Source: an optimization exercise on an open RTL-to-GDS flow (aim: small area, a short achievable clock period and few clock cycles). Production flows keep margins and buffers that such runs may drop. The RTL was checked by simulation tests, not by an equivalence proof against the original design. No activity file was given, so power comes from the tool's default toggle rates.

// bc_rx_engine
module bc_rx_engine (
    input  wire       clk,
    input  wire       rst,         
    input  wire       in_valid,
    output wire       in_ready,
    input  wire       in_kind,     
    input  wire [2:0] in_op,
    input  wire [7:0] in_data,
    output wire       out_valid,
    output wire [7:0] out_data,
    output wire       out_last,
    input  wire       out_ready
);
    localparam integer CAP = 97;
    localparam integer IW  = 7;             
    localparam integer QD  = 2;             
    localparam integer QW  = 1;             
    localparam [7:0] MARKER = 8'h7A;
    localparam [7:0] ESCAPE = 8'h7B;
    localparam [2:0] OP_QFLAGS  = 3'd0;
    localparam [2:0] OP_POPD    = 3'd1;
    localparam [2:0] OP_POPDT   = 3'd2;
    localparam [2:0] OP_POPF    = 3'd3;
    localparam [2:0] OP_CLRD    = 3'd4;
    localparam [2:0] OP_CLRF    = 3'd5;
    localparam [2:0] OP_CLRC    = 3'd6;
  ...
==> flow/config.mk <==
export PLATFORM = sky130hd
export DESIGN_NAME = bc_rx_engine
export DESIGN_NICKNAME = bc_rx_engine
export VERILOG_FILES = /design/flow/design.v
export SDC_FILE = /design/flow/constraint.sdc
export NUM_CORES = 4
export LEC_CHECK = 0
export CAP_MARGIN = 20
export CORE_MARGIN = 2
export CORE_UTILIZATION = 60
export SLEW_MARGIN = 20
==> flow/constraint.sdc <==
create_clock -name core_clock -period 12.0 [get_ports {clk}]
set_input_delay 2.4000 -clock core_clock [delete_from_list [all_inputs] [get_ports {clk}]]
set_output_delay 2.4000 -clock core_clock [all_outputs]
set_load 0.01 [all_outputs]
standard.sh (not shown) runs the stock make flow with config.mk's settings and CLKGATE_MAP_FILE= SYNTH_SCRIPT=/design/flow/synth_recipe.tcl, a recipe that flattens the netlist after the stock synthesis.
==> flow/flow/run.sh <==
#!/bin/bash
set -euo pipefail
bash standard.sh \
  "BUFFER_PORTS_ARGS=-buffer_cell sky130_fd_sc_hd__buf_2" \
  "SETUP_SLACK_MARGIN=${FLOW_SETUP_MARGIN:-8.0}" \
  finish > standard_finish.log 2>&1
Testbench counts at the start, summed over its fixed seeds: cycles 12,035.
Edit:
==> flow/flow/run.sh (replaced) <==
#!/bin/bash
set -euo pipefail
bash standard.sh \
  "BUFFER_PORTS_ARGS=-buffer_cell sky130_fd_sc_hd__buf_2" \
  "SETUP_SLACK_MARGIN=${FLOW_SETUP_MARGIN:-9.0}" \
  finish > standard_finish.log 2>&1
- CTS_BUF_LIST: default -> sky130_fd_sc_hd__clkbuf_16
- CTS_CLUSTER_DIAMETER: default -> 100
- CTS_CLUSTER_SIZE: default -> 24
Effect:
- via count is higher slightly
- setup slack improved by 0.14 ns
- wire length is higher by a little under a tenth
- clock skew is lower by 0.0089 ns
- total power is lower by about a fifth
- synthesized area does not change
- sequential power stays flat

========
== the baseline ==
bc_rx_engine, a different RTL version from the one above (not shown whole).
For scale: roughly 2500 cells after synthesis, ~27 I/O pins, about 42000 sq um of cells after synthesis.
## bc_rx_engine
module bc_rx_engine (
    input  wire       clk,
    input  wire       rst,         
    input  wire       in_valid,
    output wire       in_ready,
    input  wire       in_kind,     
    input  wire [2:0] in_op,
    input  wire [7:0] in_data,
    output wire       out_valid,
    output wire [7:0] out_data,
    output wire       out_last,
    input  wire       out_ready
);
export LEC_CHECK = 0
export CAP_MARGIN = 20
export CORE_MARGIN = 2
export CORE_UTILIZATION = 70
export CTS_BUF_LIST = sky130_fd_sc_hd__clkbuf_16
export CTS_CLUSTER_DIAMETER = 80
export CTS_CLUSTER_SIZE = 20
export SLEW_MARGIN = 20
create_clock -name core_clock -period 12.0 [get_ports {clk}]
==> flow/flow/run.sh <==
#!/bin/bash
set -euo pipefail
bash standard.sh \
  "BUFFER_PORTS_ARGS=-buffer_cell sky130_fd_sc_hd__buf_2" \
  "SETUP_SLACK_MARGIN=${FLOW_SETUP_MARGIN:-8.5}" \
  finish > standard_finish.log 2>&1
Testbench counts of the baseline, summed over its fixed seeds: cycles 12,035.
## Diff of input files: the candidate against the baseline
Settings: a change of CTS_CLUSTER_DIAMETER from 80 to 100; a change of CTS_CLUSTER_SIZE from 20 to 24.
--- outcome ---
The candidate went all the way through synthesis, placement and routing and the layout is clean on timing, DRC and antenna. Vias per cell went down slightly going from the baseline to the candidate. Number of multi-input logic gates of the baseline is on par with the candidate. Going from the baseline to the candidate, the clock tree buffer count of the final layout was found to have gone down by 16%. Across both runs, core utilization was lower for the candidate than for the baseline. Net switching component of the power: higher on the baseline.

[static timing again, ports no longer ideal]
No port has a modelled driver above. Below, the same layouts with a new extraction and two added sets of constraints. Step 1 assumes that a clkbuf_16 drives the clock port and a buf_2 every other input. Step 2 times the ports against the registers' clock, not the clock port: input delays grow and output delays shrink by t, the midpoint of the rising clock arrivals with the driver on. Three values: no drivers, after step 1, after step 2; two values: the first two.
run	shift t [ns]	setup WS [ns]	clock arrival spread, ns	slew at the worst register clock pin (ns)
the first run of note 1	0.710	8.158 / 8.160 / 7.491	0.034 / 0.034	0.07 / 0.07
the second run of note 1	0.683	8.300 / 8.232 / 7.985	0.026 / 0.025	0.10 / 0.10
the baseline	0.696	8.437 / 8.373 / 7.929	0.025 / 0.024	0.09 / 0.09
the candidate	0.674	8.438 / 8.377 / 7.938	0.029 / 0.030	0.10 / 0.10
After both steps setup and hold are still met in every run listed. For the first run of note 1, which loses most, drivers alone change the setup slack by +0.002 ns; drivers and shift together by -0.667 ns.
